Background: an optimization exercise with open tools, aiming at a short achievable clock period and few clock cycles. Do not read the settings as production practice. In this exercise RTL edits were held to simulation tests only and were not proved equivalent to the original. No activity file was given, so power comes from the tool's default toggle rates.

run 1:
// cpu16
module cpu16 (
    input  wire        clk,
    input  wire        rst,           
    output wire [15:0] imem_addr,
    input  wire [15:0] imem_rdata,
    output reg  [15:0] dmem_addr,
    output reg  [15:0] dmem_wdata,
    output reg         dmem_we,
    input  wire [15:0] dmem_rdata,
    input  wire [3:0]  dbg_sel,       
    output wire [15:0] dbg_rdata,
    output wire [15:0] pc_o,
    output wire [15:0] sp_o,
    output wire [15:0] ir_o,
    output wire [3:0]  flags_o,       
    output wire        halted,
    output wire        faulted
);
    localparam [3:0] OP_LOADI = 4'h0, OP_LUI  = 4'h1, OP_LOAD = 4'h2, OP_STORE = 4'h3,
                     OP_ADDI  = 4'h4, OP_ADD  = 4'h5, OP_SUB  = 4'h6, OP_AND   = 4'h7,
                     OP_OR    = 4'h8, OP_SHFT = 4'h9, OP_BEQ  = 4'hA, OP_BNE   = 4'hB,
                     OP_B     = 4'hC, OP_CALL = 4'hD, OP_RET  = 4'hE, OP_HALT  = 4'hF;
    reg [15:0] regs [0:15];
    reg [15:0] sp;
    reg        flag_n, flag_z, flag_c, flag_v;
  ...
Size in the first run: roughly 4100 cells after synthesis, roughly 670 flip-flops, about 160 I/O pins, ~39000 um2 of cells after synthesis.
clock: 10.0 ns
lec_check: 0
cap_margin: 20
core_margin: 2
core_utilization: 40
place_density: 0.6
setup_slack_margin: 5
slew_margin: 20
synth_hierarchical: 1
synth_minimum_keep_size: 0
tns_end_percent: 5
standard.sh (not shown) runs the stock make flow with config.mk's settings and CLKGATE_MAP_FILE= SYNTH_SCRIPT=/design/flow/synth_recipe.tcl, a recipe that flattens the netlist after the stock synthesis.
==> flow/flow/run.sh <==
#!/bin/bash
# The standard layout, except that the port buffers are plain buffers
# (sky130_fd_sc_hd__buf_4) instead of the default delay buffers, and the
# resizer may swap a cell for one of another footprint.  Every port still
# gets its buffer; synthesis, floorplan, power grid, clock tree, routing and
# the constraints are the standard ones.
set -euo pipefail
bash standard.sh "BUFFER_PORTS_ARGS=-buffer_cell sky130_fd_sc_hd__buf_4" MATCH_CELL_FOOTPRINT=0 finish > make_finish.log 2>&1
Testbench counts of run 1, summed over its fixed seeds: cycles 61,232.
Changes in run 2 relative to run 1:
- SYNTH_HIERARCHICAL: 1 -> unset
- SETUP_SLACK_MARGIN: 5 -> unset
- TNS_END_PERCENT: 5 -> unset
- SYNTH_MINIMUM_KEEP_SIZE: 0 -> unset
==> flow/run.sh (new file) <==
#!/bin/bash
# synth_recipe.tcl (not shown) runs the flow's synth.tcl, then flattens the netlist and writes it again
# the make line also repeats each setting of config.mk as NAME=value (left out here)
make -C /OpenROAD-flow-scripts/flow DESIGN_CONFIG=/design/flow/config.mk WORK_HOME=/design/flow/orfs CLKGATE_MAP_FILE= SYNTH_SCRIPT=/design/flow/synth_recipe.tcl finish
removed: flow/flow/run.sh
removed: flow/standard.sh
### Flow results
From run 1 to run 2 the numbers moved as follows: clock buffer count fell by 2, cell count along the critical path rose by 5, number of DRC markers in iteration 0 increased about 9%, clock transition at the registers of the reported paths flat, clock network area share about even. On shortest period the worst path allows, the lower figure sits with run 1, not run 2. From run 1 to run 2 the numbers moved as follows: post-route worst setup slack decreased 2.23 ns, total core area shows a reduction of 430 um2. Run 2 vs run 1: area after synthesis down.
Input changes introduced in run 3 (baseline for comparison: run 2):
- ABC_CLOCK_PERIOD_IN_PS now 3000, previously not set
- SETUP_SLACK_MARGIN now 5, previously not set
## What came out
FAIL: run 3; every other run in run 3 and run 2 is clean. Diff run 2 -> run 3: power spent charging and discharging nets rose about 19%, relative contribution of the clock network to total power now sits lower, number of fillers in the final layout down about 7%. Total length of routed wires went up by a little under 10% going from run 2 to run 3. Changes observed in run 3 relative to run 2: non-clock buffer count went up, post-route worst hold slack now larger, total power rose 15%.
For run 4, these inputs were changed with respect to run 3:
- SLEW_MARGIN changed from 20 to 30
- CAP_MARGIN changed from 20 to 30
- SETUP_SLACK_MARGIN changed from 5 to 3
- TNS_END_PERCENT newly set to 5
- SYNTH_MINIMUM_KEEP_SIZE newly set to 0
- ABC_CLOCK_PERIOD_IN_PS removed (was 3000)
- SYNTH_HIERARCHICAL newly set to 1
### Flow results
Run 4 reached the final stage; the timing, design-rule and antenna checks on its layout passed. Against run 3, run 4 comes in 3.8 points higher on portion of the clock cycle consumed by the worst path in the final layout. Area added between synthesis and finish for run 4 is lower than for run 3. Comparing run 3 and run 4, the lower maximum number of pins on one net before global-route repair is on run 4. The logic depth of the worst setup path including buffers of run 4 falls short of that of run 3 by 2. Looking at top power consumer group, the registers result is from run 4; the combinational logic one comes from run 3. Compared with run 3, in run 4 fraction of met3 tracks used by global routing went down 2.8 points, design area moved down, total track usage shrank by 3.4 points, worst setup slack after layout dropped 0.38 ns. Looking at share of the synthesized netlist area taken by xor and xnor gates across run 3 and run 4, the one that comes out lower is run 4. Compared with run 3, run 4 degrades pre-CTS setup slack.

==> what the ideal ports hide <==
The flow's constraints put no driver on any port. The routed layouts listed below were extracted and timed again, unchanged, in two steps.
Step 1: set_driving_cell puts a clkbuf_16 on clk and a buf_2 on each other input, an assumption about the parent block.
Step 2 also shifts input and output timing later by t, the mid clock arrival at the registers, as if the neighbouring blocks saw the same clock.
a / b / c = ideal / step 1 / step 2; a / b = the first two.
run	t, ns	setup WS [ns]	hold WS [ns]	worst data-port slew with drivers (ns)
run 1	0.752	3.623 / 3.556 / 3.647	0.454 / 0.454 / 0.454	0.10
run 2	0.733	1.397 / 1.397 / 1.397	0.453 / 0.453 / 0.453	0.11
run 3	0.742	3.374 / 3.299 / 3.857	0.464 / 0.464 / 0.464	0.13
run 4	0.744	2.991 / 2.925 / 3.007	0.452 / 0.452 / 0.452	0.10
